What follows belongs to an exercise in optimizing a design on an open flow for small area and a short achievable clock period; a production flow would make more cautious choices. In this exercise RTL edits were held to simulation tests only and were not proved equivalent to the original. No activity file was given, so power comes from the tool's default toggle rates.

$ cat design/flow/config.mk
export PLATFORM = sky130hd
export DESIGN_NAME = wiz_pixel_decoder
export DESIGN_NICKNAME = wiz_pixel_decoder
export VERILOG_FILES = /design/flow/design.v
export SDC_FILE = /design/flow/constraint.sdc
export NUM_CORES = 4
export LEC_CHECK = 0
export CAP_MARGIN = 20
export CORE_MARGIN = 2
export CORE_UTILIZATION = 40
export SLEW_MARGIN = 20
$ cat design/flow/constraint.sdc
create_clock -name core_clock -period 6.0 [get_ports {clk}]
set_input_delay 1.2000 -clock core_clock [delete_from_list [all_inputs] [get_ports {clk}]]
set_output_delay 1.2000 -clock core_clock [all_outputs]
set_load 0.01 [all_outputs]
$ cat design/flow/design.v
module wiz_pixel_decoder #(
    parameter N           = 64,
    parameter FRAME_BYTES = 6 * N,
    parameter [7:0] ACK_BYTE = 8'h06
) (
    input  wire                 clk,
    input  wire                 rst,
    input  wire                 rx_valid,
    input  wire [7:0]           rx_data,
    output wire                 rx_ready,
    output wire                 tx_valid,
    output wire [7:0]           tx_data,
    input  wire                 tx_ready,
    output wire                 disp_start,
    input  wire                 disp_done,
    input  wire [$clog2(N)-1:0] s1_raddr,
    input  wire [$clog2(N)-1:0] s2_raddr,
    output reg  [23:0]          s1_rdata,
    output reg  [23:0]          s2_rdata
);
    localparam CNT_W = $clog2(FRAME_BYTES + 1);
    localparam AW    = $clog2(N);
    localparam [1:0] S_ACC  = 2'd0,    
                     S_DISP = 2'd1,    
                     S_WAIT = 2'd2,    
                     S_ACK  = 2'd3;    
    reg [1:0]       state;
    reg [CNT_W-1:0] cnt;       
    reg [1:0]       pt_len;    
    reg [7:0]       pt_r;      
    reg [7:0]       pt_g;      
    reg [23:0] strip1 [0:N-1];
    reg [23:0] strip2 [0:N-1];
    wire rx_fire = rx_valid && rx_ready;
    wire [CNT_W-1:0] pix = cnt / 3;
    always @(posedge clk) begin
        if (rx_fire) begin
            case (pt_len)
                2'd0: pt_r <= rx_data;
                2'd1: pt_g <= rx_data;
                default: begin
                    if (pix < N)
                        strip1[pix[AW-1:0]] <= {pt_r, pt_g, rx_data};
                    else if (pix < 2 * N)
                        strip2[pix - N] <= {pt_r, pt_g, rx_data};
                end
            endcase
        end
    end
    always @(posedge clk) begin
        if (rst) begin
            state  <= S_ACC;
            cnt    <= {CNT_W{1'b0}};
            pt_len <= 2'd0;
        end else begin
            case (state)
                S_ACC: begin
                    if (rx_fire) begin
                        pt_len <= (pt_len == 2'd2) ? 2'd0 : pt_len + 2'd1;
                        cnt    <= cnt + 1'b1;
                        if (cnt + 1'b1 == FRAME_BYTES)
                            state <= S_DISP;
                    end
                end
                S_DISP: state <= S_WAIT;
                S_WAIT: if (disp_done) state <= S_ACK;
                S_ACK: begin
                    if (tx_ready) begin
                        cnt    <= {CNT_W{1'b0}};
                        pt_len <= 2'd0;
                        state  <= S_ACC;
                    end
                end
            endcase
        end
    end
    assign rx_ready   = (state == S_ACC);
    assign disp_start = (state == S_DISP);
    assign tx_valid   = (state == S_ACK);
    assign tx_data    = ACK_BYTE;
    always @(posedge clk) begin
        s1_rdata <= strip1[s1_raddr];
        s2_rdata <= strip2[s2_raddr];
    end
endmodule
$ cat design/flow/run.sh
#!/bin/bash
# synth_recipe.tcl (not shown) runs the flow's synth.tcl, then flattens the netlist and writes it again
# the make line also repeats each setting of config.mk as NAME=value (left out here)
make -C /OpenROAD-flow-scripts/flow DESIGN_CONFIG=/design/flow/config.mk WORK_HOME=/design/flow/orfs CLKGATE_MAP_FILE= SYNTH_SCRIPT=/design/flow/synth_recipe.tcl finish
==> reports/metrics.cfg, run 1 <==
[outcome]
status=timing/DRC/antenna clean

[timing]
setup_viol=0
rsz0062_at_grt=false
max-slew-margin-rel_pct=23.12
period_needed_ps=5537
fin_ws_ps=462.5
min_period_over_period_pct=92.29
hold_violations=0
max_clock_freq_ghz=0.1806
holdWs_ps=541.4
drv_slew=0
tightest_slew_ps=1153
fin_skew_ps=68.97

[critical_path]
arrival_ps=6090
required_ps=6550
crit_buf_inv=3
cp_top_family=compound AO/OA/AOI/OAI gates
critPathMaxFanout=24
path_cells=ha_1, nand2b_1, a31oi_2, and2_1, nand3_1, o2111ai_1, mux2i_1, ha_1, inv_1, nand2_1, or3b_1, a21oi_4, xnor2_1, a21boi_4, buf_12, nor3_2, buf_4
setup.worst_path.end_class=flop
slowest_stage=a21boi_4
cpMostUsedCell=ha_1
path_class=reg -> reg
critPathMaxStageDelay_ps=840
start_kind=flop

[drt]
vias=55210
drt-pass1-iter-count=6
wl_per_cell_um=32.40
drc=0
drt_wl_total_um=305600
via_per_inst=5.853
drt_iter0_drc=7537
postRouteAntennaNets=0

[synthesis]
synth-edff-count=3088
synth_seq_area_share_pct=78.28
synthSimpleGateAreaFrac_pct=1.131
synth-adder-area-share_pct=0.1105
synth_xor_area_share_pct=0.02085
ys_types=64
synthFlopType=edfxtp_1
synth_top_family_by_area=multiplexers
netlist_area_sq_mm=0.1200
synthTopCellsByCount=edfxtp_1, mux4_2, clkbuf_1
syn_area_per_cell_sq_um=24.90
netlist_instances=4820
synth-seq-cells=3149
synth.top_cell.area_share_pct=77.26
synthMuxAreaShare_pct=18.97
synth_warnings=1
yosys-top-cells-area=edfxtp_1, mux4_2, dfxtp_1
async_flop_share_pct=0
synth_most_common_cell=edfxtp_1
synth_compound_gate_area_share_pct=0.5035
yosys.area.top_type=edfxtp_1

[flow_run]
drv_cap=0

[clocking]
cts_max_level=5
clk_pin_slew_ps=60
ctsResizeCount=0
clock_latency_ps=890
cts_buffers=315
ctsHoldBuffers=0
numClockSinks=3149
cts_tree=done
cts_root_buffer=clkbuf_16
clock_path_buffers=4
cts_setup_buffers=0

[global_route]
gr-total-overflow=0
grt_pass1_wl_um=428700
track_usage_pct=19.98
antenna_found_initial=33
grt_max_degree=131
grt_pass1_vias=54600

[die]
rows=201
design.core.area_sq_mm=0.2993
fp.dieW_um=551.8
ios=84
die_y_um=551.8
die_area_sq_mm=0.3044
initial_utilization_pct=40.10

[cells_and_area]
drive_gt1_share_pct=34.44
nets=5242
area_growth_pct=14.78

[power_and_ir_drop]
p_leak_nw=42.15
fin_total_pwr_w=0.04538
ir_drop_mv=0.2532
p_per_area_mw_per_mm2=329.4

[placement]
dp_slack_ps=571.7
gp_congestion=0.8466
port_buffers=75
place_hpwl_um=186000

[hold_path]
hold_path.class=reg -> reg

## flip-flops by register name, indices dropped and copies added, names as in the netlist
name and count:
s1_rdata 24, strip1 1536, pt_r 8, s2_rdata 24
strip2 1536, state 2, pt_len 2, cnt 9
pt_g 8
## area by class of cell
type                            count  area [sq um]
Antenna cell                       28         70.07
Timing Repair Buffer              351          3299
Tap cell                         3958          4952
Inverter                            8         30.03
Multi-Input combinational cell   1383         25700
Clock buffer                      404          8452
Fill cell                       24210        161500
Sequential cell                  3149         93950
Clock inverter                    152          1296
## layer usage
| metal | GRT usage, % | vias up | share of wire (%) |
|---|---|---|---|
| li1 | - | 21880 | - |
| met5 | 0 | - | 0.024 |
| met2 | 30.89 | 2663 | 47 |
| met4 | 4.395 | 10 | 2.1 |
| met3 | 3.279 | 366 | 8.8 |
| met1 | 30.00 | 30290 | 42 |
## final timing paths
kind / from / end / slack (ps) / cells after the start
worst min-delay path: state[0]$_SDFFE_PP0P_ / state[0]$_SDFFE_PP0P_ / 540 / 2
worst max-delay path: cnt[8]$_SDFFE_PP0P_ / strip2[25][10]$_DFFE_PP_ / 460 / 17
worst min register to register: state[0]$_SDFFE_PP0P_ / state[0]$_SDFFE_PP0P_ / 540 / 2
worst max register to register: cnt[8]$_SDFFE_PP0P_ / strip2[25][10]$_DFFE_PP_ / 460 / 17
## worst register-to-register path, stage by stage, from the launching register on
cell       delay [ps]
dfxtp_1           320
ha_1              370
nand2b_1          230
a31oi_2           340
and2_1            410
nand3_1           170
o2111ai_1         350
mux2i_1           150
ha_1              270
inv_1             100
nand2_1            80
or3b_1            420
a21oi_4           240
xnor2_1           170
a21boi_4          840
buf_12            360
nor3_2            120
buf_4             280
## power breakdown
group	switching, W	internal, W	total, W
Clock	0.00808	0.0107	0.0188
Combinational	0.00142	0.000899	0.00232
Sequential	0.0000432	0.0242	0.0242
Total	0.00955	0.0358	0.0454
## metrics by stage
stage | area (sq um) | setup TNS, ps | std cells | utilization [%]
after detailed placement | 127900 | 0 | 8849 | 42.75
final | 137800 | 0 | 9433 | 46.03
after global placement | 127900 | 0 | 8847 | 42.74
after CTS | 137700 | 0 | 9405 | 46.00
after floorplan | 120000 | -661800 | 4826 | -
after global routing | 137700 | 0 | 9407 | 46.01
## cells by family after synthesis
kind of cell               count (synthesis)
AOI/OAI and AO/OA                         83
xor gates and xnor gates                   2
adders and majority gates                 11
buffers and inverters                    294
DFF                                     3149
muxes                                   1014
other                                      2
and+or+nand+nor                          265
## cells in the final DEF (no fill, tap or decap), drive strengths merged, types with 18 or more instances in the layout
cell / instances
clkinv: 119
a21oi: 19
nor4: 45
clkdlybuf4s50: 55
nand2: 37
dfxtp: 61
diode: 28
bufinv: 18
mux4: 1008
buf: 294
inv: 18
nor3: 71
edfxtp: 3088
nor2: 56
clkbuf: 406
==> inputs of run 2 (changes only) <==
==> design/flow/design.v (replaced) <==
module wiz_pixel_decoder #(
    parameter N           = 64,
    parameter FRAME_BYTES = 6 * N,
    parameter [7:0] ACK_BYTE = 8'h06
) (
    input  wire                 clk,
    input  wire                 rst,
    input  wire                 rx_valid,
    input  wire [7:0]           rx_data,
    output wire                 rx_ready,
    output wire                 tx_valid,
    output wire [7:0]           tx_data,
    input  wire                 tx_ready,
    output wire                 disp_start,
    input  wire                 disp_done,
    input  wire [$clog2(N)-1:0] s1_raddr,
    input  wire [$clog2(N)-1:0] s2_raddr,
    output reg  [23:0]          s1_rdata,
    output reg  [23:0]          s2_rdata
);
    localparam CNT_W = $clog2(FRAME_BYTES);
    localparam SB    = 8 * FRAME_BYTES;
    reg             rdy;
    reg             dst;
    reg             wt;
    reg             tv;
    reg [CNT_W-1:0] cnt;       
    reg             last;      
    wire rx_fire = rx_valid && rdy;
    always @(posedge clk) begin
        if (rst) begin
            rdy  <= 1'b1;
            dst  <= 1'b0;
            wt   <= 1'b0;
            tv   <= 1'b0;
            cnt  <= {CNT_W{1'b0}};
            last <= 1'b0;
        end else begin
            dst <= rx_fire && last;
            if (rx_fire) begin
                cnt  <= cnt + 1'b1;
                last <= (cnt == FRAME_BYTES - 2);
                if (last) rdy <= 1'b0;
            end
            if (dst) wt <= 1'b1;
            if (wt && disp_done) begin
                wt <= 1'b0;
                tv <= 1'b1;
            end
            if (tv && tx_ready) begin
                tv   <= 1'b0;
                rdy  <= 1'b1;
                cnt  <= {CNT_W{1'b0}};
                last <= 1'b0;
            end
        end
    end
    assign rx_ready   = rdy;
    assign disp_start = dst;
    assign tx_valid   = tv;
    assign tx_data    = ACK_BYTE;
    reg          sh_en;
    reg [7:0]    sh_d;
    reg [SB-1:0] fb;
    always @(posedge clk) begin
        sh_en <= rx_fire;
        sh_d  <= rx_data;
        if (sh_en)
            fb <= {fb[SB-9:0], sh_d};
    end
    wire [24*N-1:0] strip1 = fb[SB-1 -: 24*N];
    wire [24*N-1:0] strip2 = fb[SB-1-24*N -: 24*N];
    wire [N-1:0] sel1, sel2;
    genvar gi, gb;
    generate
        for (gi = 0; gi < N; gi = gi + 1) begin : g_dec
            assign sel1[gi] = (s1_raddr == gi);
            assign sel2[gi] = (s2_raddr == gi);
        end
    endgenerate
    wire [23:0] rd1, rd2;
    generate
        for (gb = 0; gb < 24; gb = gb + 1) begin : g_bit
            wire [N-1:0] col1, col2;
            for (gi = 0; gi < N; gi = gi + 1) begin : g_col
                assign col1[gi] = strip1[24*(N-1-gi) + gb];
                assign col2[gi] = strip2[24*(N-1-gi) + gb];
            end
            wpd_sel64 u_m1 (.sel(sel1), .d(col1), .y(rd1[gb]));
            wpd_sel64 u_m2 (.sel(sel2), .d(col2), .y(rd2[gb]));
        end
    endgenerate
    always @(posedge clk) begin
        s1_rdata <= rd1;
        s2_rdata <= rd2;
    end
endmodule
module wpd_sel64 (
    input  wire [63:0] sel,
    input  wire [63:0] d,
    output wire        y
);
    wire [21:0] n;
    genvar g;
    generate
        for (g = 0; g < 20; g = g + 1) begin : g_a3
            wpd_aoi222 u (.a1(sel[3*g]), .a2(d[3*g]), .b1(sel[3*g+1]), .b2(d[3*g+1]),
                          .c1(sel[3*g+2]), .c2(d[3*g+2]), .y(n[g]));
        end
        for (g = 0; g < 2; g = g + 1) begin : g_a2
            wpd_aoi22 u (.a1(sel[60+2*g]), .a2(d[60+2*g]), .b1(sel[61+2*g]), .b2(d[61+2*g]),
                         .y(n[20+g]));
        end
    endgenerate
    assign y = ~&n;
endmodule
module wpd_aoi222 (
    input  wire a1, a2, b1, b2, c1, c2,
    output wire y
);
    assign y = ~((a1 & a2) | (b1 & b2) | (c1 & c2));
endmodule
module wpd_aoi22 (
    input  wire a1, a2, b1, b2,
    output wire y
);
    assign y = ~((a1 & a2) | (b1 & b2));
endmodule
--- a/design/flow/config.mk
+++ b/design/flow/config.mk
@@ -11 +11,2 @@
 export SLEW_MARGIN = 20
+export SYNTH_HIERARCHICAL = 1
==> reports/metrics.cfg, run 2 <==
[synthesis]
synth.top_cell.area_share_pct=85.53  ; +8.3 points
synth_most_common_cell=edfxtp_1
yosys.area.top_type=edfxtp_1
synthTopCellsByCount=edfxtp_1, a222oi_1, nand4_1
synthFlopType=edfxtp_1
synth_seq_area_share_pct=86.85  ; +8.6 points
synth-seq-cells=3143  ; -0.19%
syn_area_per_cell_sq_um=22.52  ; -9.6%
ys_types=31  ; -52%
netlist_instances=4790  ; -0.62%
yosys-top-cells-area=edfxtp_1, a222oi_1, nand4_1
synth_warnings=7  ; +6
synth-edff-count=3072  ; -0.52%
netlist_area_sq_mm=0.1079  ; -10%
async_flop_share_pct=0  ; unchanged

[clocking]
cts_tree=done
cts_buffers=323  ; +2.5%
cts_root_buffer=clkbuf_16
numClockSinks=3143  ; -0.19%
clock_latency_ps=870  ; -20 ps
ctsResizeCount=0  ; unchanged
clk_pin_slew_ps=60  ; about the same
cts_max_level=5  ; unchanged
clock_path_buffers=4  ; unchanged
cts_setup_buffers=0  ; unchanged
ctsHoldBuffers=0  ; unchanged

[critical_path]
cp_top_family=simple AND/OR/NAND/NOR gates
critPathMaxStageDelay_ps=810  ; -30 ps
cpMostUsedCell=nand4_1
rr_startpoint=fb[1533]$_DFFE_PP_
worstRegToRegCells=4  ; -13
r2r_end=s2_rdata[21]$_DFF_P_
crit_buf_inv=2  ; -1
cp-endpoint=s2_rdata[5]$_DFF_P_
start_kind=input pin
critPathMaxFanout=18  ; -25%
required_ps=6670  ; +120 ps
regToRegSetupSlack_ps=3310  ; +2850 ps
slowest_stage=nor4_1
arrival_ps=5050  ; -1040 ps
path_class=in -> reg
path_cells=clkdlybuf4s50_1, nand2b_1, nor2_1, buf_4, a222oi_1, nand4_1, nor4_1, nand4_1
cp.depth=8  ; -9
crit_path_start=s2_raddr[5]
setup.worst_path.end_class=flop

[drt]
drt_wl_total_um=270300  ; -12%
drt_iter0_drc=12610  ; +67%
via_per_inst=6.294  ; +7.5%
vias=57660  ; +4.4%
postRouteAntennaNets=0  ; unchanged
drc=0  ; unchanged
drt-pass1-iter-count=13  ; +7
wl_per_cell_um=29.50  ; -8.9%

[cells_and_area]
largest_register_ffs=3072
top_register=fb
area_growth_pct=15.79
final_util_pct=46.57  ; +0.54 points
seqCellArea_sq_mm=0.09367  ; -0.29%
n_fill_cell=22040  ; -9.0%
nets=5392  ; +2.9%
drive_gt1_share_pct=14.54  ; -20 points
finalNonFillerCells=9161  ; -2.9%
multiInputGateArea_sq_mm=0.01437  ; -44%
final_common_cell=edfxtp_1
final_cell_mix=edfxtp_1, a222oi_1, clkbuf_16

[power_and_ir_drop]
p_per_area_mw_per_mm2=361.0  ; +9.6%
ir_drop_mv=0.2405  ; -5.0%
p_leak_nw=32.40  ; -23%

[flow_run]
drv_cap=0  ; unchanged

[global_route]
gr-total-overflow=0  ; unchanged
track_usage_pct=19.00  ; -0.98 points
antenna_found_initial=12  ; -64%
grt_pass1_vias=54740  ; +0.26%
grt_pass1_wl_um=386400  ; -9.9%
grt_max_degree=212  ; +62%

[timing]
max_clock_freq_ghz=0.2281  ; +26%
min_period_over_period_pct=73.07  ; -19 points
tightest_slew_ps=1164  ; +10.93 ps
holdWs_ps=418.3  ; -123.1 ps
period_needed_ps=4384  ; -1153 ps
fin_ws_ps=1616  ; +1153 ps
fin_skew_ps=46.78  ; -22.19 ps
rsz0062_at_grt=false
fin_tns_setup_ps=0  ; unchanged
max-slew-margin-rel_pct=22.39  ; -0.73 points
setup_viol=0  ; unchanged
drv_slew=0  ; unchanged
hold_violations=0  ; unchanged

[die]
initial_utilization_pct=40.22  ; +0.12 points
die_y_um=523.3  ; -5.2%
die_area_sq_mm=0.2738  ; -10%
fp.dieW_um=523.3  ; -5.2%
ios=84  ; unchanged
design.core.area_sq_mm=0.2682  ; -10%
rows=190  ; -5.5%

[placement]
gp_congestion=0.8947  ; +5.7%
place_hpwl_um=178800  ; -3.9%
port_buffers=75  ; unchanged
dp_slack_ps=694.7  ; +123.0 ps
placedCellCount=8591  ; -2.9%

[outcome]
status=timing/DRC/antenna clean

[hold_path]
hold_path.class=reg -> reg

[run 2: cell count changes after synthesis, moves of 71 or more]
cell      change
a222oi_1    +960
a22oi_2      +96
buf_1        -85
clkbuf_1    -161
mux4_2     -1008
nand4_1     +241
nor2_1       +82
nor3_1       -71
[run 2: how the worst min path moves through the flow]
stage,startpoint,to,depth (start not counted)
after CTS,fb[2819]$_DFFE_PP_,fb[2827]$_DFFE_PP_,0
after global placement,sh_d[1]$_DFF_P_,fb[1]$_DFFE_PP_,0
after detailed placement,sh_d[0]$_DFF_P_,fb[0]$_DFFE_PP_,0
after global routing,fb[2819]$_DFFE_PP_,fb[2827]$_DFFE_PP_,0
after floorplan,sh_d[0]$_DFF_P_,fb[0]$_DFFE_PP_,0
final,sh_d[1]$_DFF_P_,fb[1]$_DFFE_PP_,0
[run 2: layer usage]
layer  global-route usage, %  vias to the layer above  share of wire (%)
li1                        -                    23740                  -
met1                   27.42                    29630                 40
met2                   29.99                     3848                 47
met3                   3.042                      428                 10
met4                   5.241                        8                2.7
met5                       0                        -              0.020
[run 2: final cells by class]
type	count	share of cell area [%]
multi-input cells	1626	11.50
well taps	3552	3.559
repair buffers	267	1.942
diodes	4	0.008015
clock inverters	154	1.098
clock buffers	411	6.868
inverters	4	0.01202
flip-flops and latches	3143	75.01
[run 2: worst register-to-register path, stage by stage (launching register included)]
cell and delay, ps:
edfxtp_1 430, a222oi_1 760, nand4_1 280, nor4_1 770, nand4_1 270
[run 2: per-module statistics from Yosys (local to each module, per instance)]
| module | copies in the design | cell area (sq um) | cells |
|---|---|---|---|
| wpd_aoi22 | 96 | 12.51 | 1 |
| wpd_aoi222 | 960 | 10.01 | 1 |
| wiz_pixel_decoder | 1 | 94830 | 3398 |
| wpd_sel64 | 48 | 46.29 | 7 |
[run 2: cell families after synthesis]
family	synth area share [%]
xor+xnor	0.01624
fa+ha+maj	0.02320
compound gates	10.13
buf+inv	0.1218
simple gates	2.857
other cells	0.006963
flops	86.85
[run 2: report_power, final]
part           total [W]  switching [W]  internal [W]
clock network     0.0192        0.00825        0.0109
registers         0.0245       0.000201        0.0243
logic            0.00144       0.000995      0.000442
[run 2: metrics by stage]
step | area (sq um) | total power [W]
6_report | 124900 | 0.04508
5_1_grt | 124900 | 0.04637
4_1_cts | 124800 | 0.04546
3_5_place_dp | 114900 | 0.02637
3_3_place_gp | 114900 | 0.02635
2_1_floorplan | 107900 | 0.02637
==> inputs of run 3 (changes only) <==
--- a/design/flow/design.v
+++ b/design/flow/design.v
@@ -76,4 +76,4 @@
         for (gi = 0; gi < N; gi = gi + 1) begin : g_dec
-            assign sel1[gi] = (s1_raddr == gi);
-            assign sel2[gi] = (s2_raddr == gi);
+            assign sel1[gi] = (s1_raddr != gi);
+            assign sel2[gi] = (s2_raddr != gi);
         end
@@ -102,23 +102,13 @@
 );
-    wire [21:0] n;
+    wire [31:0] m;
     genvar g;
     generate
-        for (g = 0; g < 20; g = g + 1) begin : g_a3
-            wpd_aoi222 u (.a1(sel[3*g]), .a2(d[3*g]), .b1(sel[3*g+1]), .b2(d[3*g+1]),
-                          .c1(sel[3*g+2]), .c2(d[3*g+2]), .y(n[g]));
-        end
-        for (g = 0; g < 2; g = g + 1) begin : g_a2
-            wpd_aoi22 u (.a1(sel[60+2*g]), .a2(d[60+2*g]), .b1(sel[61+2*g]), .b2(d[61+2*g]),
-                         .y(n[20+g]));
+        for (g = 0; g < 32; g = g + 1) begin : g_o2
+            wpd_oai22 u (.a1(d[2*g]), .a2(sel[2*g]), .b1(d[2*g+1]), .b2(sel[2*g+1]),
+                         .y(m[g]));
         end
     endgenerate
-    assign y = ~&n;
+    assign y = ~|m;
 endmodule
-module wpd_aoi222 (
-    input  wire a1, a2, b1, b2, c1, c2,
-    output wire y
-);
-    assign y = ~((a1 & a2) | (b1 & b2) | (c1 & c2));
-endmodule
-module wpd_aoi22 (
+module wpd_oai22 (
     input  wire a1, a2, b1, b2,
@@ -126,3 +116,3 @@
 );
-    assign y = ~((a1 & a2) | (b1 & b2));
+    assign y = ~((a1 | a2) & (b1 | b2));
 endmodule
--- a/design/flow/config.mk
+++ b/design/flow/config.mk
@@ -9,3 +9,6 @@
 export CORE_MARGIN = 2
-export CORE_UTILIZATION = 40
+export CORE_UTILIZATION = 60
+export CTS_CLUSTER_DIAMETER = 60
+export CTS_CLUSTER_SIZE = 28
+export SETUP_SLACK_MARGIN = 3.6
 export SLEW_MARGIN = 20
==> reports/metrics.cfg, run 3 <==
[outcome]
status=timing/DRC/antenna clean

[power_and_ir_drop]
ir_drop_mv=0.2763  ; +15%
p_per_area_mw_per_mm2=310.7  ; -14%
p_leak_nw=32.91  ; +1.6%

[clocking]
clock_latency_ps=860  ; about the same
ctsHoldBuffers=0  ; unchanged
cts_max_level=4  ; -1
clock_path_buffers=3  ; -1
cts_root_buffer=clkbuf_16
cts_tree=done
clk_pin_slew_ps=90  ; +30 ps
numClockSinks=3143  ; unchanged
cts_buffers=174  ; -46%

[synthesis]
async_flop_share_pct=0  ; unchanged
synthFlopType=edfxtp_1
ys_types=31  ; unchanged
synthTopCellsByCount=edfxtp_1, o22ai_1, nor4_1
yosys-top-cells-area=edfxtp_1, o22ai_1, nor4_1
netlist_area_sq_mm=0.1079  ; about the same
synth_seq_area_share_pct=86.80  ; about the same
synth-edff-count=3072  ; unchanged
synth-seq-cells=3143  ; unchanged
synth_warnings=7  ; unchanged
yosys.area.top_type=edfxtp_1
syn_area_per_cell_sq_um=19.76  ; -12%
synth_most_common_cell=edfxtp_1
netlist_instances=5462  ; +14%
synth.top_cell.area_share_pct=85.48  ; about the same

[cells_and_area]
final_cell_mix=edfxtp_1, o22ai_1, buf_4
final_area_sq_mm=0.1273  ; +2.0%
largest_register_ffs=3072  ; unchanged
n_fill_cell=10870  ; -51%
area_growth_pct=18.00
final_common_cell=edfxtp_1
top_register=fb
nets=6203  ; +15%
antenna_cells=0  ; -4
finalNonFillerCells=8685  ; -5.2%
drive_gt1_share_pct=20.96  ; +6.4 points

[timing]
max-slew-margin-rel_pct=24.49  ; +2.1 points
fin_skew_ps=30.83  ; -15.95 ps
drv_slew=0  ; unchanged
rsz0062_at_grt=true
min_period_over_period_pct=46.07  ; -27 points
fin_ws_ps=3236  ; +1620 ps
max_clock_freq_ghz=0.3618  ; +59%
hold_violations=0  ; unchanged
setup_viol=0  ; unchanged
holdWs_ps=408.6  ; -9.729 ps
fin_tns_setup_ps=0  ; unchanged
period_needed_ps=2764  ; -1620 ps
tightest_slew_ps=1133  ; -31.48 ps

[critical_path]
path_cells=buf_12, nand2b_4, nor3_4, buf_4, nand2_4, buf_12, o22ai_1, nor4_4, nand4_1, nor2_1
slowest_stage=nand4_1
cp_top_family=simple AND/OR/NAND/NOR gates
arrival_ps=3530  ; -1520 ps
cpMostUsedCell=buf_12
start_kind=input pin
critPathMaxFanout=13  ; -5
setup.worst_path.end_class=flop
crit_buf_inv=3  ; +1
critPathMaxStageDelay_ps=660  ; -150 ps
path_class=in -> reg
required_ps=6760  ; +90 ps

[global_route]
gr-total-overflow=0  ; unchanged
antenna_found_initial=3  ; -9
track_usage_pct=28.91  ; +9.9 points
grt_pass1_wl_um=387500  ; +0.29%
grt_max_degree=189  ; -11%
grt_pass1_vias=56850  ; +3.8%

[drt]
drt_iter0_drc=8344  ; -34%
vias=60170  ; +4.4%
postRouteAntennaNets=0  ; unchanged
drt_wl_total_um=277500  ; +2.7%
wl_per_cell_um=31.95  ; +8.3%
drt-pass1-iter-count=6  ; -7
via_per_inst=6.928  ; +10%
drc=0  ; unchanged

[die]
initial_utilization_pct=60.42  ; +20 points
die_area_sq_mm=0.1833  ; -33%
design.core.area_sq_mm=0.1786  ; -33%
fp.dieW_um=428.1  ; -18%
rows=155  ; -18%
ios=84  ; unchanged
die_y_um=428.1  ; -18%

[placement]
dp_slack_ps=909.2  ; +214.5 ps
place_hpwl_um=172000  ; -3.8%
placedCellCount=8073  ; -6.0%
dpl_cell_area_sq_mm=0.1133  ; -1.4%
gp_congestion=0.8918  ; -0.32%
port_buffers=75  ; unchanged

[flow_run]
drv_cap=0  ; unchanged

[hold_path]
hold_path.class=reg -> reg

==> run 3: cell count changes in the layout (fill, tap and decap cells not counted), moves of 67 or more <==
cell,previous run,this run
a222oi_1,960,0
nand4_1,244,98
clkbuf_16,326,195
buf_12,17,117
buf_4,174,257
buf_6,0,94
a22oi_2,96,0
nor4_2,0,167
o22ai_1,0,1482
nor4_1,49,180
clkbuf_1,75,8
==> run 3: worst paths after layout <==
| path | from | to | slack (ps) | cells past startpoint |
|---|---|---|---|---|
| setup / recovery | s2_raddr[1] | s2_rdata[20]$_DFF_P_ | 3240 | 10 |
| hold / removal | sh_d[4]$_DFF_P_ | fb[4]$_DFFE_PP_ | 410 | 0 |
| setup reg to reg | sh_en$_DFF_P_ | fb[529]$_DFFE_PP_ | 3670 | 2 |
| hold reg to reg | sh_d[4]$_DFF_P_ | fb[4]$_DFFE_PP_ | 410 | 0 |
==> run 3: cell families (layout without fill, tap and decap cells) <==
logic type	count (synthesis)	count (layout)	share of synthesized area (%)
adders and majority gates	2	2	0.02318
buffers and inverters	27	879	0.1217
other	2	8	0.006959
DFF	3143	3143	86.80
and+or+nand+nor	731	741	4.024
xor gates and xnor gates	2	2	0.01623
AOI/OAI and AO/OA	1555	1555	9.011
==> run 3: final cells by class <==
cell class,count,area (sq um),area share (%)
inverter,4,15.01,0.01179
clock inverter,136,1757,1.379
timing repair buffer,545,6596,5.180
tap,2355,2947,2.314
sequential,3143,93760,73.63
clock buffer,194,4673,3.670
multi-input combinational,2308,17590,13.82
==> run 3: timing repair <==
action / 4_1_cts / 5_1_grt
pin swaps: 146 / 150
hold endpoints to repair: 0 / 0
buffers inserted: 159 / 93
cloned: 18 / 12
resized for setup: 1055 / 241
setup endpoints to repair: 1271 / 291
==> run 3: report_power, final <==
| group | internal, W | switching (W) |
|---|---|---|
| registers | 0.0242 | 0.000126 |
| logic | 0.000245 | 0.000728 |
| clock network | 0.00658 | 0.00771 |
==> run 3: metrics by stage <==
| step | util, % | total power [W] |
|---|---|---|
| after global routing | 71.30 | 0.04060 |
| after global placement | 63.44 | 0.02551 |
| final | 71.30 | 0.03956 |
| after CTS | 69.96 | 0.03970 |
| after floorplan | - | 0.02598 |
| after detailed placement | 63.45 | 0.02553 |
==> run 3: Yosys stat by module (local to each module, per instance) <==
module / times used / cells / area (sq um) / flops+latches
wpd_sel64: 48 / 11 / 72.57 / 0
wiz_pixel_decoder: 1 / 3398 / 94830 / 3143
wpd_oai22: 1536 / 1 / 6.256 / 0
==> run 3: per-layer routing <==
metal	up-vias	track usage, %	part of all wire, %
li1	25460	-	-
met1	31200	42.27	40
met2	3004	44.76	48
met3	500	4.280	7.6
met4	6	11.33	4.4
met5	-	0	0.014
==> run 3: worst register-to-register path, cell delays in order, from the launching register on <==
cell	delay, ps
dfxtp_4	790
buf_4	440
buf_12	550
==> inputs of run 4 (changes only) <==
--- a/design/flow/config.mk
+++ b/design/flow/config.mk
@@ -9,5 +9,5 @@
 export CORE_MARGIN = 2
-export CORE_UTILIZATION = 60
-export CTS_CLUSTER_DIAMETER = 60
-export CTS_CLUSTER_SIZE = 28
+export CORE_UTILIZATION = 70
+export CTS_CLUSTER_DIAMETER = 50
+export CTS_CLUSTER_SIZE = 24
 export SETUP_SLACK_MARGIN = 3.6
==> reports/metrics.cfg, run 4 <==
[outcome]
status=timing/DRC/antenna clean

[synthesis]
synth_seq_area_share_pct=86.80  ; unchanged
synthTopCellsByCount=edfxtp_1, o22ai_1, nor4_1
synth-seq-cells=3143  ; unchanged
yosys.area.top_type=edfxtp_1
synth_warnings=7  ; unchanged
async_flop_share_pct=0  ; unchanged
ys_types=31  ; unchanged
syn_area_per_cell_sq_um=19.76  ; unchanged
synthFlopType=edfxtp_1
yosys-top-cells-area=edfxtp_1, o22ai_1, nor4_1
synth_most_common_cell=edfxtp_1
netlist_instances=5462  ; unchanged
netlist_area_sq_mm=0.1079  ; unchanged
synth.top_cell.area_share_pct=85.48  ; unchanged
synth-edff-count=3072  ; unchanged

[global_route]
antenna_found_initial=10  ; +7
grt_max_degree=206  ; +9.0%
grt_pass1_vias=61720  ; +8.6%
gr-total-overflow=0  ; unchanged
track_usage_pct=40.46  ; +12 points
grt_pass1_wl_um=446800  ; +15%

[drt]
drc=0  ; unchanged
met2_length_um=158600  ; +20%
wl_met3_um=54520  ; +160%
m1WireLength_um=110100  ; -1.9%
drt_wl_total_um=358200  ; +29%
vias=68690  ; +14%
via_per_inst=7.949  ; +15%
drt-pass1-iter-count=9  ; +3
drt_iter0_drc=13280  ; +59%
wl_per_cell_um=41.45  ; +30%
top_layer=met5
postRouteAntennaNets=0  ; unchanged

[die]
die_area_sq_mm=0.1573  ; -14%
ios=84  ; unchanged
initial_utilization_pct=70.30  ; +9.9 points
design.core.area_sq_mm=0.1535  ; -14%
fp.dieW_um=396.6  ; -7.3%
rows=144  ; -7.1%
die_y_um=396.6  ; -7.3%

[power_and_ir_drop]
p_per_area_mw_per_mm2=304.5  ; -2.0%
p_leak_nw=35.81  ; +8.8%
pwr-share-clk_pct=37.4  ; +1.3 points
ir_drop_mv=0.4849  ; +76%
swShare_pct=22.68  ; +1.0 points
pwr-share-seq_pct=59.8  ; -1.6 points
internal_power_w=0.03145  ; +1.4%
fin_total_pwr_w=0.04067  ; +2.8%
switchingPower_w=0.009226  ; +7.8%
p_comb_share_pct=2.8  ; +0.3 points

[cells_and_area]
drive_gt1_share_pct=26.99  ; +6.0 points
final_cell_mix=edfxtp_1, o22ai_1, buf_4
largest_register_ffs=3072  ; unchanged
top_register=fb
final_area_sq_mm=0.1336  ; +4.9%
finalNonFillerCells=8642  ; -0.50%
nets=6452  ; +4.0%
final_common_cell=edfxtp_1
area_growth_pct=23.78

[critical_path]
critPathMaxStageDelay_ps=1070  ; +410 ps
crit_buf_inv=5  ; +2
slowest_stage=nor4_2
crit_path_start=s2_raddr[3]
arrival_ps=3960  ; +430 ps
cp-endpoint=s2_rdata[18]$_DFF_P_
cp_top_family=simple AND/OR/NAND/NOR gates
start_kind=input pin
required_ps=6780  ; +20 ps
worstRegToRegCells=2  ; unchanged
cp.depth=12  ; +2
critPathMaxFanout=5  ; -8
path_class=in -> reg
rr_startpoint=sh_en$_DFF_P_
cpMostUsedCell=buf_12
path_cells=buf_12, buf_12, nand2_8, nor2_4, buf_12, nand2_8, buf_4, buf_4, o22ai_1, nor4_2, nand4_1, nor2_1
regToRegSetupSlack_ps=3660  ; about the same
setup.worst_path.end_class=flop
r2r_end=fb[346]$_DFFE_PP_

[clocking]
clock_latency_ps=880  ; +20 ps
clock_path_buffers=3  ; unchanged
ctsHoldBuffers=0  ; unchanged
cts_root_buffer=clkbuf_16
cts_buffers=195  ; +12%
cts_max_level=4  ; unchanged
cts_tree=done
numClockSinks=3143  ; unchanged
clk_pin_slew_ps=90  ; about the same

[timing]
fin_tns_setup_ps=0  ; unchanged
rsz0062_at_grt=true
fin_skew_ps=51.52  ; +20.69 ps
max_clock_freq_ghz=0.3148  ; -13%
max-slew-margin-rel_pct=17.51  ; -7.0 points
tightest_slew_ps=1227  ; +94.49 ps
hold_violations=0  ; unchanged
drv_slew=0  ; unchanged
holdWs_ps=410.7  ; +2.154 ps
period_needed_ps=3176  ; +412.0 ps
setup_viol=0  ; unchanged
min_period_over_period_pct=52.94  ; +6.9 points

[placement]
gp_congestion=0.9281  ; +4.1%
place_hpwl_um=174800  ; +1.7%
dpl_cell_area_sq_mm=0.1128  ; -0.44%
port_buffers=75  ; unchanged
placedCellCount=7762  ; -3.9%

[hold_path]
hold_path.class=reg -> reg

[flow_run]
drv_cap=0  ; unchanged

## run 4: cell counts after synthesis
Identical to the previous run, type by type.
## run 4: worst min-delay path by stage
stage	startpoint	end	cells past startpoint
after floorplan	sh_d[0]$_DFF_P_	fb[0]$_DFFE_PP_	0
after global placement	sh_d[4]$_DFF_P_	fb[4]$_DFFE_PP_	0
after detailed placement	sh_d[3]$_DFF_P_	fb[3]$_DFFE_PP_	0
after CTS	sh_d[3]$_DFF_P_	fb[3]$_DFFE_PP_	0
after global routing	sh_d[2]$_DFF_P_	fb[2]$_DFFE_PP_	0
final	sh_d[3]$_DFF_P_	fb[3]$_DFFE_PP_	0
## run 4: layer usage
| layer | track usage (%) | vias to the layer above |
|---|---|---|
| met2 | 60.54 | 7350 |
| met1 | 55.12 | 33600 |
| met3 | 10.01 | 1781 |
| met5 | 0 | - |
| met4 | 24.09 | 10 |
| li1 | - | 25950 |
## run 4: timing repair
action | CTS | global route
cloned | 66 | 17
pin swaps | 209 | 233
setup buffers | 267 | 160
resized for setup | 1364 | 467
setup endpoints to repair | 1138 | 98
## run 4: layout make-up
type | count | area, sq um
Tap cell | 2044 | 2557
Clock inverter | 152 | 1891
Antenna cell | 3 | 7.507
Multi-Input combinational cell | 2309 | 19830
Clock buffer | 215 | 4986
Inverter | 4 | 15.01
Sequential cell | 3143 | 93820
Timing Repair Buffer | 772 | 10470
Fill cell | 5562 | 19930
## run 4: cells by family (layout without fill, tap and decap cells)
kind of cell / Yosys count / in the layout / synth area share, %
DFF: 3143 / 3143 / 86.80
AOI/OAI and AO/OA: 1555 / 1555 / 9.011
and+or+nand+nor: 731 / 742 / 4.024
buffers and inverters: 27 / 1143 / 0.1217
adders and majority gates: 2 / 2 / 0.02318
other: 2 / 11 / 0.006959
xor gates and xnor gates: 2 / 2 / 0.01623
## run 4: per-module statistics from Yosys, one instance, submodules excluded
module | flops+latches | cell area (sq um)
wiz_pixel_decoder | 3143 | 94830
wpd_sel64 | 0 | 72.57
wpd_oai22 | 0 | 6.256
## run 4: power groups by stage
| stage | Sequential (W) | Combinational, W | Clock [W] |
|---|---|---|---|
| floorplan | 0.0259 | 0.000119 | 0 |
| global placement | 0.0248 | 0.000693 | 0 |
| detailed placement | 0.0248 | 0.000714 | 0 |
| CTS | 0.0243 | 0.000957 | 0.0149 |
| global route | 0.0243 | 0.00114 | 0.0159 |
| finish | 0.0243 | 0.00112 | 0.0152 |
## run 4: per-stage QoR
step,util [%],setup WS [ps]
final,87.02,2824
after global routing,87.01,2946
after CTS,84.05,3324
after detailed placement,73.50,1027
after global placement,73.49,1068
after floorplan,-,-15870
==> inputs of run 5 (changes only) <==
--- a/design/flow/design.v
+++ b/design/flow/design.v
@@ -103,2 +103,4 @@
     wire [31:0] m;
+    wire [15:0] p;
+    wire [3:0]  q;
     genvar g;
@@ -109,4 +111,10 @@
         end
+        for (g = 0; g < 16; g = g + 1) begin : g_r2
+            wpd_nor2 u (.a(m[2*g]), .b(m[2*g+1]), .y(p[g]));
+        end
+        for (g = 0; g < 4; g = g + 1) begin : g_n4
+            wpd_nand4 u (.a(p[4*g]), .b(p[4*g+1]), .c(p[4*g+2]), .d(p[4*g+3]), .y(q[g]));
+        end
     endgenerate
-    assign y = ~|m;
+    wpd_nor4 u_y (.a(q[0]), .b(q[1]), .c(q[2]), .d(q[3]), .y(y));
 endmodule
@@ -118 +126,19 @@
 endmodule
+module wpd_nor2 (
+    input  wire a, b,
+    output wire y
+);
+    assign y = ~(a | b);
+endmodule
+module wpd_nand4 (
+    input  wire a, b, c, d,
+    output wire y
+);
+    assign y = ~(a & b & c & d);
+endmodule
+module wpd_nor4 (
+    input  wire a, b, c, d,
+    output wire y
+);
+    assign y = ~(a | b | c | d);
+endmodule
--- a/design/flow/config.mk
+++ b/design/flow/config.mk
@@ -9,5 +9,5 @@
 export CORE_MARGIN = 2
-export CORE_UTILIZATION = 70
-export CTS_CLUSTER_DIAMETER = 50
-export CTS_CLUSTER_SIZE = 24
+export CORE_UTILIZATION = 65
+export CTS_CLUSTER_DIAMETER = 60
+export CTS_CLUSTER_SIZE = 28
 export SETUP_SLACK_MARGIN = 3.6
@@ -15 +15,2 @@
 export SYNTH_HIERARCHICAL = 1
+export TNS_END_PERCENT = 5
==> reports/metrics.cfg, run 5 <==
[outcome]
status=timing/DRC/antenna clean

[critical_path]
required_ps=4800  ; -1980 ps
cp_top_family=flip-flops
crit_buf_inv=1  ; -4
crit_path_start=s2_rdata[3]$_DFF_P_
path_class=reg -> out
slowest_stage=dfxtp_4
rr_startpoint=sh_en$_DFF_P_
setup.worst_path.end_class=primary output
arrival_ps=1410  ; -2550 ps
path_cells=buf_6
critPathMaxStageDelay_ps=430  ; -640 ps
critPathMaxFanout=1  ; -4
start_kind=flop

[timing]
max_clock_freq_ghz=0.3833  ; +22%
setup_viol=0  ; unchanged
hold_violations=0  ; unchanged
drv_slew=0  ; unchanged
min_period_over_period_pct=43.48  ; -9.5 points
tightest_slew_ps=1119  ; -108.2 ps
fin_tns_setup_ps=0  ; unchanged
max-slew-margin-rel_pct=25.40  ; +7.9 points
rsz0062_at_grt=true
period_needed_ps=2609  ; -567.3 ps
fin_skew_ps=31.55  ; -19.96 ps

[clocking]
cts_tree=done
cts_root_buffer=clkbuf_16
numClockSinks=3143  ; unchanged
clk_pin_slew_ps=100  ; about the same
cts_buffers=168  ; -14%
cts_max_level=4  ; unchanged
clock_path_buffers=3  ; unchanged
clock_latency_ps=860  ; -20 ps

[drt]
drt_iter0_drc=8543  ; -36%
vias=61030  ; -11%
via_per_inst=6.939  ; -13%
drc=0  ; unchanged
drt_wl_total_um=273700  ; -24%
drt-pass1-iter-count=6  ; -3
postRouteAntennaNets=0  ; unchanged
wl_per_cell_um=31.11  ; -25%

[cells_and_area]
nets=6475  ; +0.36%
drive_gt1_share_pct=13.44  ; -14 points
area_growth_pct=13.70
final_util_pct=74.28  ; -13 points
final_cell_mix=edfxtp_1, o22ai_1, nor2_1
top_register=fb
largest_register_ffs=3072  ; unchanged
final_common_cell=edfxtp_1

[synthesis]
synth-adder-area-share_pct=0.02293  ; -0.00026 points
synth_compound_gate_area_share_pct=8.912  ; -0.099 points
synthTopCellsByCount=edfxtp_1, o22ai_1, nor2_1
netlist_area_sq_mm=0.1091  ; +1.1%
synth-seq-cells=3143  ; unchanged
synthFlopType=edfxtp_1
async_flop_share_pct=0  ; unchanged
ys_types=31  ; unchanged
synthMuxAreaShare_pct=0  ; unchanged
synth_most_common_cell=edfxtp_1
synth_xor_area_share_pct=0.01605  ; -0.00018 points
synth.top_cell.area_share_pct=84.54  ; -0.94 points
synth-edff-count=3072  ; unchanged
syn_area_per_cell_sq_um=18.36  ; -7.1%
synthSimpleGateAreaFrac_pct=5.081  ; +1.1 points
yosys-top-cells-area=edfxtp_1, o22ai_1, nor2_1
yosys.area.top_type=edfxtp_1
synth_warnings=7  ; unchanged
synth_seq_area_share_pct=85.84  ; -0.96 points
synth_top_family_by_area=compound AO/OA/AOI/OAI gates
netlist_instances=5942  ; +8.8%

[global_route]
track_usage_pct=31.49  ; -9.0 points
grt_pass1_wl_um=387600  ; -13%
gr-total-overflow=0  ; unchanged
grt_max_degree=192  ; -6.8%
antenna_found_initial=2  ; -8
grt_pass1_vias=57380  ; -7.0%

[power_and_ir_drop]
ir_drop_mv=0.3248  ; -33%
pwr-share-seq_pct=62.5  ; +2.7 points
p_comb_share_pct=2.2  ; -0.6 points
p_leak_nw=31.92  ; -11%
swShare_pct=21.23  ; -1.5 points
p_per_area_mw_per_mm2=313.3  ; +2.9%
pwr-share-clk_pct=35.3  ; -2.1 points
switchingPower_w=0.008250  ; -11%
internal_power_w=0.03062  ; -2.6%

[die]
design.core.area_sq_mm=0.1670  ; +8.8%
die_y_um=413.7  ; +4.3%
rows=150  ; +4.2%
fp.dieW_um=413.7  ; +4.3%
die_area_sq_mm=0.1712  ; +8.8%
initial_utilization_pct=65.33  ; -5.0 points
ios=84  ; unchanged

[placement]
gp_congestion=0.8679  ; -6.5%
port_buffers=75  ; unchanged
place_hpwl_um=168500  ; -3.6%

[hold_path]
hold_path.class=reg -> reg
holdCritStartpoint=sh_d[5]$_DFF_P_

[flow_run]
drv_cap=0  ; unchanged

## run 5: cell types whose count changed in the layout (fill, tap and decap cells not counted), sizes merged, moves of 5 or more
| cell | delta |
|---|---|
| nor2 | +719 |
| buf | -411 |
| nor4 | -336 |
| nand4 | +96 |
| clkbuf | -44 |
| inv | -18 |
| clkinv | -7 |
| bufbuf | +5 |
| nand2 | -5 |
## run 5: path summary, 6_finish.rpt
check                      endpoint  slack, ps  depth (start not counted)
setup / recovery        s2_rdata[3]       3390                          1
hold reg to reg     fb[5]$_DFFE_PP_        410                          0
hold / removal      fb[5]$_DFFE_PP_        410                          0
setup reg to reg  fb[985]$_DFFE_PP_       3540                          2
## run 5: layout make-up
| type | instances | area (sq um) |
|---|---|---|
| Clock buffer | 186 | 4409 |
| Tap cell | 2204 | 2758 |
| Antenna cell | 2 | 5.005 |
| Clock inverter | 126 | 1639 |
| Inverter | 4 | 15.01 |
| Multi-Input combinational cell | 2780 | 16470 |
| Timing Repair Buffer | 351 | 4926 |
| Fill cell | 9831 | 42970 |
| Sequential cell | 3143 | 93840 |
## run 5: cells by family after synthesis
group / after synthesis
AND/OR/NAND/NOR: 1211
buffers and inverters: 27
other: 2
XOR/XNOR: 2
adder cells (fa/ha/maj): 2
AO/OA/AOI/OAI: 1555
flip-flops: 3143
## run 5: per-module statistics from Yosys (local to each module, per instance), a selection
module             copies in the design  flops+latches
wiz_pixel_decoder                     1           3143
wpd_oai22                          1536              0
wpd_nand4                           192              0
wpd_nor4                             48              0
wpd_nor2                            768              0
## run 5: power by group through the flow
stage	logic [W]	registers [W]	clock network (W)
after floorplan	0.000123	0.0259	0
after global placement	0.000687	0.0248	0
after detailed placement	0.000706	0.0248	0
after CTS	0.000812	0.0243	0.0139
after global routing	0.000899	0.0243	0.0146
final	0.000850	0.0243	0.0137
## run 5: metrics by stage
step | hold WS (ps) | power [W] | setup WS, ps | cell area (sq um) | std cells
after floorplan | 385.5 | 0.02599 | -15870 | 109100 | 5948
after global placement | 387.0 | 0.02547 | 1466 | 113900 | 8351
after detailed placement | 389.7 | 0.02550 | 1357 | 113900 | 8351
after CTS | 412.4 | 0.03900 | 3329 | 123300 | 8745
after global routing | 419.5 | 0.03982 | 3351 | 124100 | 8794
final | 413.0 | 0.03887 | 3391 | 124100 | 8796
## run 5: metal layers
| metal | wire (um) | global-route usage [%] | share of wire (%) |
|---|---|---|---|
| met1 | 106900 | 45.12 | 39 |
| met2 | 129800 | 48.92 | 47 |
| met3 | 23800 | 5.302 | 8.7 |
| met4 | 13150 | 13.39 | 4.8 |
| met5 | 13 | 0 | 0.0048 |
## run 5: timing repair
item,in CTS,in global routing
endpoints found under the setup margin,1805,1012
gates resized for setup,819,64
hold endpoints to repair,0,0
setup buffers,48,48
hold buffers,0,0
gates cloned,34,1
pin swaps,71,36
==> inputs of run 6 (changes only) <==
--- a/design/flow/config.mk
+++ b/design/flow/config.mk
@@ -9,3 +9,3 @@
 export CORE_MARGIN = 2
-export CORE_UTILIZATION = 65
+export CORE_UTILIZATION = 55
 export CTS_CLUSTER_DIAMETER = 60
==> reports/metrics.cfg, run 6 <==
[outcome]
status=timing/DRC/antenna clean

[drt]
wl_met3_um=21180  ; -11%
wl_per_cell_um=30.98  ; -0.41%
drt-pass1-iter-count=6  ; unchanged
vias=61430  ; +0.66%
m1WireLength_um=115800  ; +8.4%
drc=0  ; unchanged
drt_wl_total_um=289900  ; +5.9%
drt_iter0_drc=8367  ; -2.1%
via_per_inst=6.566  ; -5.4%
met2_length_um=138100  ; +6.4%
postRouteAntennaNets=0  ; unchanged
top_layer=met5

[timing]
setup_viol=0  ; unchanged
period_needed_ps=2655  ; +46.36 ps
fin_skew_ps=45.98  ; +14.43 ps
fin_tns_setup_ps=0  ; unchanged
tightest_slew_ps=1165  ; +45.70 ps
max-slew-margin-rel_pct=22.36  ; -3.0 points
drv_slew=0  ; unchanged
min_period_over_period_pct=44.25  ; +0.77 points
hold_violations=0  ; unchanged
max_clock_freq_ghz=0.3766  ; -1.7%
rsz0062_at_grt=true

[critical_path]
critPathMaxFanout=1  ; unchanged
crit_path_start=s1_rdata[2]$_DFF_P_
cp.depth=1  ; unchanged
critPathMaxStageDelay_ps=460  ; +30 ps
slowest_stage=dfxtp_4
worstRegToRegCells=2  ; unchanged
start_kind=flop
path_class=reg -> out
required_ps=4800  ; about the same
cp_top_family=flip-flops
arrival_ps=1460  ; +50 ps
path_cells=buf_6
crit_buf_inv=1  ; unchanged
regToRegSetupSlack_ps=3680  ; +140 ps
rr_startpoint=sh_en$_DFF_P_
setup.worst_path.end_class=primary output

[global_route]
track_usage_pct=28.20  ; -3.3 points
gr-total-overflow=0  ; unchanged
grt_max_degree=196  ; +2.1%
grt_pass1_wl_um=413200  ; +6.6%
antenna_found_initial=2  ; unchanged
grt_pass1_vias=58750  ; +2.4%

[die]
rows=163  ; +8.7%
die_y_um=449.4  ; +8.6%
ios=84  ; unchanged
initial_utilization_pct=55.33  ; -10 points
design.core.area_sq_mm=0.1972  ; +18%
fp.dieW_um=449.4  ; +8.6%
die_area_sq_mm=0.2020  ; +18%

[hold_path]
hold_path_depth=0  ; unchanged
hold_path.class=reg -> reg
holdCritStartpoint=sh_d[5]$_DFF_P_

[synthesis]
synth.top_cell.area_share_pct=84.54  ; unchanged
synth_seq_area_share_pct=85.84  ; unchanged
yosys.area.top_type=edfxtp_1
netlist_area_sq_mm=0.1091  ; unchanged
yosys-top-cells-area=edfxtp_1, o22ai_1, nor2_1
syn_area_per_cell_sq_um=18.36  ; unchanged
synth-edff-count=3072  ; unchanged
netlist_instances=5942  ; unchanged
synthFlopType=edfxtp_1
ys_types=31  ; unchanged
async_flop_share_pct=0  ; unchanged
synthTopCellsByCount=edfxtp_1, o22ai_1, nor2_1
synth_warnings=7  ; unchanged
synth_most_common_cell=edfxtp_1
synth-seq-cells=3143  ; unchanged

[clocking]
clock_path_buffers=3  ; unchanged
cts_buffers=174  ; +3.6%
numClockSinks=3143  ; unchanged
cts_root_buffer=clkbuf_16
clock_latency_ps=880  ; +20 ps
cts_max_level=4  ; unchanged
clk_pin_slew_ps=90  ; about the same
cts_tree=done

[power_and_ir_drop]
ir_drop_mv=0.3400  ; +4.7%
p_per_area_mw_per_mm2=309.6  ; -1.2%
fin_total_pwr_w=0.03927  ; +1.0%
p_leak_nw=32.91  ; +3.1%

[cells_and_area]
n_fill_cell=13550  ; +38%
nets=6590  ; +1.8%
final_cell_mix=edfxtp_1, o22ai_1, nor2_1
largest_register_ffs=3072  ; unchanged
area_growth_pct=16.21
top_register=fb
final_common_cell=edfxtp_1
drive_gt1_share_pct=15.56  ; +2.1 points

[placement]
place_hpwl_um=173600  ; +3.0%
gp_congestion=0.8929  ; +2.9%
port_buffers=75  ; unchanged

[flow_run]
drv_cap=0  ; unchanged

## run 6: worst paths after layout
check	end
max	s1_rdata[2]
min	fb[5]$_DFFE_PP_
max reg2reg	fb[3016]$_DFFE_PP_
min reg2reg	fb[5]$_DFFE_PP_
## run 6: kinds of logic (layout without fill, tap and decap cells)
logic type,Yosys count,count (layout),synth area share (%)
compound gates,1555,1555,8.912
simple gates,1211,1214,5.081
fa+ha+maj,2,2,0.02293
flops,3143,3143,85.84
other cells,2,10,0.006882
xor+xnor,2,2,0.01606
buf+inv,27,791,0.1204
## run 6: area by class of cell
type | count | area (sq um) | share of cell area (%)
tap | 2640 | 3303 | 2.605
antenna | 2 | 5.005 | 0.003947
clock buffer | 191 | 4481 | 3.533
sequential | 3143 | 93780 | 73.96
timing repair buffer | 459 | 6660 | 5.252
multi-input combinational | 2781 | 16770 | 13.22
clock inverter | 137 | 1798 | 1.418
inverter | 4 | 15.01 | 0.01184
## run 6: Yosys stat by module, one instance, submodules excluded, excerpt
module	cells	copies in the design	flip-flops and latches
wpd_oai22	1	1536	0
wpd_nand4	1	192	0
wpd_nor2	1	768	0
wpd_nor4	1	48	0
wiz_pixel_decoder	3398	1	3143
## run 6: where the power goes
group          internal (W)  switching (W)  total, W
clock network       0.00626        0.00785    0.0141
registers            0.0242       0.000113    0.0243
logic              0.000217       0.000660  0.000877
## run 6: metrics by stage
stage	cells	hold slack [ps]	util, %	setup WS (ps)	area, sq um
CTS	9353	413.1	64.25	3275	126700
floorplan	5948	385.5	-	-15870	109100
detailed placement	8811	390.6	58.13	1333	114600
global placement	8809	387.3	58.11	1301	114600
global route	9356	423.1	64.30	3303	126800
finish	9357	410.8	64.30	3345	126800
## run 6: metal layers
layer / GRT usage, % / vias up
li1: - / 26280
met3: 3.851 / 439
met1: 39.58 / 31780
met4: 12.91 / 2
met2: 44.50 / 2930
met5: 0 / -
## run 6: repair_timing
item | in CTS | in global routing
gates resized for setup | 882 | 74
pin swaps | 177 | 0
hold buffers | 0 | 0
setup buffers | 150 | 2
gates cloned | 64 | 0
setup endpoints to repair | 1246 | 1910
==> inputs of run 7 (changes only) <==
--- a/design/flow/config.mk
+++ b/design/flow/config.mk
@@ -9,3 +9,3 @@
 export CORE_MARGIN = 2
-export CORE_UTILIZATION = 55
+export CORE_UTILIZATION = 70
 export CTS_CLUSTER_DIAMETER = 60
==> reports/metrics.cfg, run 7 <==
[cells_and_area]
nets=6623  ; +0.50%
final_area_sq_mm=0.1253  ; -1.2%
n_fill_cell=7410  ; -45%
top_register=fb
final_common_cell=edfxtp_1
area_growth_pct=14.83
largest_register_ffs=3072  ; unchanged
final_cell_mix=edfxtp_1, o22ai_1, nor2_1
drive_gt1_share_pct=15.48  ; -0.078 points

[synthesis]
ys_types=31  ; unchanged
synth-edff-count=3072  ; unchanged
synthFlopType=edfxtp_1
syn_area_per_cell_sq_um=18.36  ; unchanged
synth_seq_area_share_pct=85.84  ; unchanged
netlist_area_sq_mm=0.1091  ; unchanged
synthTopCellsByCount=edfxtp_1, o22ai_1, nor2_1
yosys-top-cells-area=edfxtp_1, o22ai_1, nor2_1
netlist_instances=5942  ; unchanged
synth.top_cell.area_share_pct=84.54  ; unchanged
async_flop_share_pct=0  ; unchanged
synth_warnings=7  ; unchanged
yosys.area.top_type=edfxtp_1
synth-seq-cells=3143  ; unchanged
synth_most_common_cell=edfxtp_1

[global_route]
grt_pass1_wl_um=410100  ; -0.75%
antenna_found_initial=8  ; +6
use_met3_pct=6.592  ; +2.7 points
use_met2_pct=55.52  ; +11 points
grt_max_degree=182  ; -7.1%
grt_use_met1_pct=49.11  ; +9.5 points
gr-total-overflow=0  ; unchanged
track_usage_pct=36.09  ; +7.9 points
grt.busiest_layer=met2
grt_pass1_vias=60020  ; +2.2%

[clocking]
clock_latency_ps=830  ; -50 ps
cts_tree=done
numClockSinks=3143  ; unchanged
cts_root_buffer=clkbuf_16
cts_max_level=4  ; unchanged
clk_pin_slew_ps=100  ; about the same
clock_path_buffers=3  ; unchanged
cts_buffers=153  ; -12%
ctsHoldBuffers=0  ; unchanged

[critical_path]
critPathMaxStageDelay_ps=510  ; +50 ps
cpMostUsedCell=buf_12
start_kind=input pin
arrival_ps=3440  ; +1980 ps
slowest_stage=nand4_1
path_class=in -> reg
path_cells=buf_12, nand2b_4, nor2_4, nand2_8, buf_12, buf_16, buf_12, buf_4, o22ai_1, nor2_1, nand4_1, nor4_2
setup.worst_path.end_class=flop
required_ps=6700  ; +1900 ps
critPathMaxFanout=6  ; +5

[drt]
drt_iter0_drc=10520  ; +26%
drt-pass1-iter-count=7  ; +1
postRouteAntennaNets=0  ; unchanged
via_per_inst=7.301  ; +11%
vias=64030  ; +4.2%
drt_wl_total_um=293300  ; +1.2%
wl_per_cell_um=33.44  ; +7.9%
drc=0  ; unchanged

[power_and_ir_drop]
pwr-share-seq_pct=63.9  ; +2.1 points
p_leak_nw=32.57  ; -1.0%
ir_drop_mv=0.3235  ; -4.8%
p_per_area_mw_per_mm2=303.2  ; -2.1%
fin_total_pwr_w=0.03800  ; -3.2%
pwr-share-clk_pct=33.7  ; -2.2 points
internal_power_w=0.03007  ; -1.9%
p_comb_share_pct=2.4  ; +0.2 points
switchingPower_w=0.007924  ; -8.1%
swShare_pct=20.86  ; -1.1 points

[die]
fp.dieW_um=398.8  ; -11%
rows=144  ; -12%
ios=84  ; unchanged
initial_utilization_pct=70.67  ; +15 points
design.core.area_sq_mm=0.1544  ; -22%
die_y_um=398.8  ; -11%
die_area_sq_mm=0.1591  ; -21%

[timing]
setup_viol=0  ; unchanged
max-slew-margin-rel_pct=30.17  ; +7.8 points
period_needed_ps=2744  ; +88.80 ps
max_clock_freq_ghz=0.3644  ; -3.2%
fin_tns_setup_ps=0  ; unchanged
tightest_slew_ps=1048  ; -117.1 ps
hold_violations=0  ; unchanged
rsz0062_at_grt=true
holdWs_ps=411.9  ; +1.138 ps
min_period_over_period_pct=45.73  ; +1.5 points
fin_skew_ps=38.66  ; -7.326 ps
drv_slew=0  ; unchanged

[flow_run]
drv_cap=0  ; unchanged

[placement]
dpl_cell_area_sq_mm=0.1137  ; -0.84%
gp_congestion=0.9411  ; +5.4%
port_buffers=75  ; unchanged
place_hpwl_um=167000  ; -3.8%

[hold_path]
hold_path.class=reg -> reg

[outcome]
status=timing/DRC/antenna clean

[run 7: metal layers]
metal	part of all wire, %	vias up	wire length [um]
li1	-	26230	-
met1	35	32010	101600
met2	46	4873	136200
met3	11	910	32430
met4	7.8	8	23000
met5	0.020	-	60
[run 7: per-stage QoR]
stage	worst slack, ps	instances	util (%)
final	3256	8770	81.15
after global routing	3291	8767	81.15
after CTS	3395	8706	80.56
after detailed placement	1399	8191	73.62
after global placement	1450	8191	73.62
after floorplan	-15870	5948	-
[run 7: power by group through the flow]
stage / sequential (W) / combinational [W] / clock (W)
after global placement: 0.0248 / 0.000666 / 0
after floorplan: 0.0259 / 0.000123 / 0
after CTS: 0.0243 / 0.000843 / 0.0128
after detailed placement: 0.0248 / 0.000689 / 0
after global routing: 0.0243 / 0.000949 / 0.0135
final: 0.0243 / 0.000907 / 0.0128
[run 7: cells by family after synthesis]
logic type / Yosys count / synth area share, %
xor gates and xnor gates: 2 / 0.01606
adders and majority gates: 2 / 0.02293
AOI/OAI and AO/OA: 1555 / 8.912
and+or+nand+nor: 1211 / 5.081
other: 2 / 0.006882
buffers and inverters: 27 / 0.1204
DFF: 3143 / 85.84
[run 7: area by class of cell]
type                    count  area (sq um)  share of cell area (%)
diodes                      3         7.507                0.005991
clock buffers             183          4119                   3.287
clock inverters            99          1215                  0.9696
inverters                   4         15.01                 0.01198
multi-input cells        2779         16900                   13.49
flip-flops and latches   3143         93750                   74.82
well taps                2044          2557                   2.041
repair buffers            515          6736                   5.376
[run 7: path summary, 6_finish.rpt]
check / from / endpoint / slack, ps / cells after the start
setup / recovery: s2_raddr[3] / s2_rdata[10]$_DFF_P_ / 3260 / 12
hold / removal: sh_d[1]$_DFF_P_ / fb[1]$_DFFE_PP_ / 410 / 0
setup reg to reg: sh_en$_DFF_P_ / fb[1067]$_DFFE_PP_ / 3640 / 2
hold reg to reg: sh_d[1]$_DFF_P_ / fb[1]$_DFFE_PP_ / 410 / 0
[run 7: worst max-delay path, delay by kind of cell]
family	cells	cell delay [ps]
simple gates	6	1530
buf+inv	5	590
compound gates	1	110
[run 7: timing repair]
item                                    4_1_cts  5_1_grt
cloned                                       50        2
pin swaps                                   175       81
buffers inserted                            183       59
gates resized for setup                     893       69
endpoints found under the setup margin     1182     1824
[run 7: modules after synthesis, one instance, submodules excluded, excerpt]
| module | cells | flip-flops and latches |
|---|---|---|
| wiz_pixel_decoder | 3398 | 3143 |
| wpd_nand4 | 1 | 0 |
| wpd_nor2 | 1 | 0 |
| wpd_nor4 | 1 | 0 |
| wpd_oai22 | 1 | 0 |
==> inputs of run 8 (changes only) <==
--- a/design/flow/config.mk
+++ b/design/flow/config.mk
@@ -9,6 +9,6 @@
 export CORE_MARGIN = 2
-export CORE_UTILIZATION = 70
+export CORE_UTILIZATION = 65
 export CTS_CLUSTER_DIAMETER = 60
 export CTS_CLUSTER_SIZE = 28
-export SETUP_SLACK_MARGIN = 3.6
+export SETUP_SLACK_MARGIN = 3.8
 export SLEW_MARGIN = 20
==> reports/metrics.cfg, run 8 <==
[timing]
period_needed_ps=2702  ; -42.28 ps
holdWs_ps=410.5  ; -1.443 ps
max_clock_freq_ghz=0.3701  ; +1.6%
fin_ws_ps=3298  ; +42.28 ps
max-slew-margin-rel_pct=30.62  ; +0.45 points
hold_violations=0  ; unchanged
min_period_over_period_pct=45.03  ; -0.70 points
rsz0062_at_grt=true
fin_tns_setup_ps=0  ; unchanged
fin_skew_ps=35.30  ; -3.363 ps
tightest_slew_ps=1041  ; -6.821 ps

[critical_path]
r2r_end=fb[2958]$_DFFE_PP_
setup.worst_path.end_class=flop
start_kind=input pin
path_cells=buf_12, nand2b_4, buf_12, buf_12, nor2_4, nand2_4, buf_12, o22ai_1, nor2_2, nand4_1, nor4_2
required_ps=6750  ; +50 ps
regToRegSetupSlack_ps=3670  ; +30 ps
arrival_ps=3450  ; about the same
worstRegToRegCells=2  ; unchanged
critPathMaxFanout=7  ; +1
rr_startpoint=sh_en$_DFF_P_
cpMostUsedCell=buf_12
critPathMaxStageDelay_ps=710  ; +200 ps

[cells_and_area]
final_cell_mix=edfxtp_1, o22ai_1, nor2_1
drive_gt1_share_pct=20.14  ; +4.7 points
seqCellArea_sq_mm=0.09385  ; about the same
multiInputGateArea_sq_mm=0.01842  ; +9.0%
largest_register_ffs=3072  ; unchanged
final_common_cell=edfxtp_1
final_area_sq_mm=0.1310  ; +4.6%
area_growth_pct=20.09
antenna_cells=0  ; -3

[drt]
drt_wl_total_um=312300  ; +6.5%
wl_per_cell_um=34.28  ; +2.5%
drt-pass1-iter-count=8  ; +1
drc=0  ; unchanged
via_per_inst=7.148  ; -2.1%
postRouteAntennaNets=0  ; unchanged

[placement]
port_buffers=75  ; unchanged
gp_congestion=0.8679  ; -7.8%
place_hpwl_um=168500  ; +0.90%

[global_route]
grt_pass1_wl_um=434400  ; +5.9%
grt_max_degree=192  ; +5.5%
track_usage_pct=35.91  ; -0.18 points

[die]
fp.dieW_um=413.7  ; +3.7%
die_area_sq_mm=0.1712  ; +7.6%
design.core.area_sq_mm=0.1670  ; +8.2%

[synthesis]
synth_seq_area_share_pct=85.84  ; unchanged
synth_warnings=7  ; unchanged
synth-seq-cells=3143  ; unchanged
synth-edff-count=3072  ; unchanged
yosys-top-cells-area=edfxtp_1, o22ai_1, nor2_1
ys_types=31  ; unchanged
synthFlopType=edfxtp_1
async_flop_share_pct=0  ; unchanged
syn_area_per_cell_sq_um=18.36  ; unchanged
synthTopCellsByCount=edfxtp_1, o22ai_1, nor2_1

[clocking]
clk_pin_slew_ps=90  ; about the same
cts_tree=done
clock_path_buffers=3  ; unchanged
clock_latency_ps=880  ; +50 ps
numClockSinks=3143  ; unchanged
cts_buffers=168  ; +9.8%
cts_root_buffer=clkbuf_16

[flow_run]
drv_cap=0  ; unchanged

[hold_path]
holdCritStartpoint=sh_d[2]$_DFF_P_

[outcome]
status=timing/DRC/antenna clean

[power_and_ir_drop]
p_per_area_mw_per_mm2=299.3  ; -1.3%
fin_total_pwr_w=0.03922  ; +3.2%
ir_drop_mv=0.3314  ; +2.4%

==> run 8: cell counts after synthesis <==
Identical to the previous run, type by type.
==> run 8: worst max-delay path by stage <==
stage	depth (start not counted)	from	to	slack, ps
2_1_floorplan	0	sh_en$_DFF_P_	fb[0]$_DFFE_PP_	-15870
3_3_place_gp	7	s1_raddr[1]	s1_rdata[19]$_DFF_P_	1470
3_5_place_dp	7	s1_raddr[4]	s1_rdata[19]$_DFF_P_	1360
4_1_cts	1	s2_rdata[19]$_DFF_P_	s2_rdata[19]	3330
5_1_grt	1	s2_rdata[4]$_DFF_P_	s2_rdata[4]	3340
6_report	11	s1_raddr[0]	s1_rdata[11]$_DFF_P_	3300
==> run 8: critical path, delay by kind of cell <==
kind | cells | cell delay [ps]
simple gates | 6 | 1620
buf+inv | 4 | 460
compound gates | 1 | 120
==> run 8: power by group <==
part / switching [W] / leakage (nW) / internal (W)
logic: 0.000770 / 9.33 / 0.000307
clock network: 0.00759 / 2.92 / 0.00626
registers: 0.000124 / 22.5 / 0.0242
total: 0.00848 / 34.8 / 0.0307
==> run 8: per-module statistics from Yosys (local to each module, per instance), a selection <==
module	area, sq um	cells inside
wpd_nor2	3.754	1
wpd_nor4	12.51	1
wpd_oai22	6.256	1
wpd_nand4	6.256	1
wiz_pixel_decoder	94830	3398
==> run 8: layer usage <==
layer  wire (um)  share of wire [%]  global-route usage, %
met4       22090                7.1                  21.04
met2      146400                 47                  55.47
met1      111200                 36                  48.59
met5          25             0.0080                      0
met3       32560                 10                  6.771
==> run 8: cells by family (layout without fill, tap and decap cells) <==
logic type                 Yosys count  count (layout)  synth area share, %
DFF                               3143            3143                85.84
AOI/OAI and AO/OA                 1555            1555                8.912
and+or+nand+nor                   1211            1225                5.081
buffers and inverters               27             971               0.1204
adders and majority gates            2               2              0.02293
other                                2               8             0.006882
xor gates and xnor gates             2               2              0.01606
==> run 8: cell type report <==
type	count	area share [%]
sequential	3143	71.61
multi-input combinational	2792	14.06
timing repair buffer	655	7.598
clock buffer	186	3.365
tap	2204	2.104
clock inverter	126	1.251
inverter	4	0.01146
==> run 8: through the flow <==
step | util [%] | std cells
floorplan | - | 5948
global placement | 68.16 | 8351
detailed placement | 68.17 | 8351
CTS | 77.91 | 9042
global route | 78.45 | 9110
finish | 78.45 | 9110
==> run 8: repair_timing <==
item	4_1_cts	5_1_grt
resized for setup	1397	51
pin swaps	377	64
setup buffers	261	68
hold buffers	0	0
endpoints found under the setup margin	2591	1278
gates cloned	118	0

Setup slack of run 8, layout unchanged: 3.298 ns with ideal ports, 3.286 ns with driving cells assumed (clock clkbuf_16, inputs buf_2), 2.344 ns with port delays also shifted by the 0.942 ns mid clock arrival.
